What follows belongs to an exercise in optimizing a design on an open flow for small area, a short achievable clock period and few clock cycles; a production flow would make more cautious choices. At most, simulation tests tie the RTL to the original design; equivalence was not proved.

## beta
==> flow/design.v (excerpt) <==
module pft_lzd (
    input  wire        clk,
    input  wire        rst,           
    input  wire [7:0]  reg_addr,      
    input  wire        reg_we,
    input  wire [31:0] reg_wdata,
    output reg  [31:0] reg_rdata,
    output wire        irq,
    output reg         buf_en,
    output reg         buf_we,
    output reg  [16:0] buf_addr,
    output reg  [7:0]  buf_wdata,
    input  wire [7:0]  buf_rdata,
    output reg         out_re,
    output reg  [24:0] out_raddr,
    input  wire [7:0]  out_rdata,
    output reg         out_we,
    output reg  [24:0] out_waddr,
    output reg  [7:0]  out_wdata
);
export LEC_CHECK = 0
export CAP_MARGIN = 20
export CORE_MARGIN = 2
export CORE_UTILIZATION = 35
export SETUP_SLACK_MARGIN = 3
export SLEW_MARGIN = 20
export SYNTH_HIERARCHICAL = 1
create_clock -name core_clock -period 12.0 [get_ports {clk}]
standard.sh (not shown) runs the stock make flow with config.mk's settings and CLKGATE_MAP_FILE= SYNTH_SCRIPT=/design/flow/synth_recipe.tcl, a recipe that flattens the netlist after the stock synthesis.
==> flow/flow/run.sh <==
#!/bin/bash
# Own flow: the standard layout (standard.sh, unchanged synthesis), with the
# port buffers made of sky130_fd_sc_hd__buf_4 instead of the delay buffer that
# buffer_ports picks by default. Every port still gets its own buffer.
set -euo pipefail
W=$(pwd)
sed 's#^make -C \(.*\) "\${@:-finish}"$#make -C \1 "BUFFER_PORTS_ARGS=-buffer_cell sky130_fd_sc_hd__buf_4" "${@:-finish}"#' standard.sh > own_standard.sh
grep -q 'BUFFER_PORTS_ARGS=-buffer_cell sky130_fd_sc_hd__buf_4' own_standard.sh
bash own_standard.sh finish > make_finish.log 2>&1
test -s out/final.def
Relative to beta, the following input files were edited for delta:
==> flow/flow/run.sh <==
#!/bin/bash
# Own flow: the standard layout (standard.sh, unchanged synthesis), with the
# port buffers made of sky130_fd_sc_hd__buf_1 instead of the delay buffer that
# buffer_ports picks by default (every port still gets its own buffer), and
# timing repair allowed to change a cell's footprint (MATCH_CELL_FOOTPRINT=0;
# detailed placement runs after every repair).
set -euo pipefail
W=$(pwd)
sed 's#^make -C \(.*\) "\${@:-finish}"$#make -C \1 "BUFFER_PORTS_ARGS=-buffer_cell sky130_fd_sc_hd__buf_1" MATCH_CELL_FOOTPRINT=0 "${@:-finish}"#' standard.sh > own_standard.sh
grep -q 'MATCH_CELL_FOOTPRINT=0' own_standard.sh
bash own_standard.sh finish > make_finish.log 2>&1
test -s out/final.def
--- a/flow/config.mk
+++ b/flow/config.mk
@@ -11 +11 @@
-export SETUP_SLACK_MARGIN = 3
+export SETUP_SLACK_MARGIN = 3.5
==> summary.txt <==
Maximum frequency went up by a few percent going from beta to delta.
Summary: with beta as the reference, pin count of the biggest net entering global routing in delta moved up by more than 100%.
delta ends up with a setup clock skew after layout that is 0.033 ns higher than in beta.
Going from beta to delta, met3 layer usage reported by global route grows by 1.1 points.
delta vs. beta: detailed-route vias per instance increased by 0.062 relative to the old numbers; design area now larger.
Function was not checked in any run of this note: the RTL went through the layout flow alone.

========
pft_lzd, a different RTL version from the one above (not shown whole).
For scale: about 6,200 cells after synthesis, roughly 590 flip-flops, ~180 I/O pins.
==> flow/design.v (excerpt) <==
module pft_lzd (
    input  wire        clk,
    input  wire        rst,           
    input  wire [7:0]  reg_addr,      
    input  wire        reg_we,
    input  wire [31:0] reg_wdata,
    output reg  [31:0] reg_rdata,
    output wire        irq,
    output reg         buf_en,
    output reg         buf_we,
    output reg  [16:0] buf_addr,
    output reg  [7:0]  buf_wdata,
    input  wire [7:0]  buf_rdata,
    output reg         out_re,
    output reg  [24:0] out_raddr,
    input  wire [7:0]  out_rdata,
    output reg         out_we,
    output reg  [24:0] out_waddr,
    output reg  [7:0]  out_wdata
);
Settings: LEC_CHECK=0, ABC_CLOCK_PERIOD_IN_PS=7000, CAP_MARGIN=20, CORE_MARGIN=2, CORE_UTILIZATION=35, SETUP_SLACK_MARGIN=4, SLEW_MARGIN=20; clock period 12.0 ns.
run.sh (not shown) runs the stock make flow with config.mk's settings and CLKGATE_MAP_FILE= SYNTH_SCRIPT=/design/flow/synth_recipe.tcl, a recipe that flattens the netlist after the stock synthesis.
Stock flow here: none of the scripts above is used.
Testbench counts at the start, summed over its fixed seeds: cycles 434,464.
==> next run, changes <==
--- a/flow/config.mk
+++ b/flow/config.mk
@@ -8 +7,0 @@
-export ABC_CLOCK_PERIOD_IN_PS = 7000
@@ -12 +10,0 @@
-export SETUP_SLACK_MARGIN = 4
Cell area fell by 5.9%.
Clock-buffer cell count rose by 15.
Global-route usage rose by 0.23 points.

[re-timing with driven ports]
How much do the figures lean on ideal ports? The routed layouts below were timed once more, with nothing changed but the port constraints. Step 1 assumes that a clkbuf_16 drives the clock port and a buf_2 every other input. Step 2, shift: input delay + t, output delay - t, t = (earliest + latest rising clock arrival at the registers) / 2. This alone moves slack from input paths to output paths. a / b / c = ideal / step 1 / step 2; a / b = the first two.
run	shift t [ns]	setup WS [ns]	worst hold slack (ns)	worst slew at a driven data input, ns
beta	0.748	3.097 / 3.025 / 2.651	0.429 / 0.429 / 0.429	0.09
delta	0.776	3.357 / 3.245 / 3.140	0.440 / 0.440 / 0.440	0.11
the first run of note 2	0.801	1.874 / 1.789 / 1.826	0.475 / 0.475 / 0.475	0.10
the second run of note 2	0.782	0.457 / 0.434 / 0.434	0.471 / 0.471 / 0.471	0.13
After both steps setup and hold are still met in every run listed. The setup slack of beta, which loses most, moves by -0.072 ns with the drivers and by -0.446 ns with both steps.
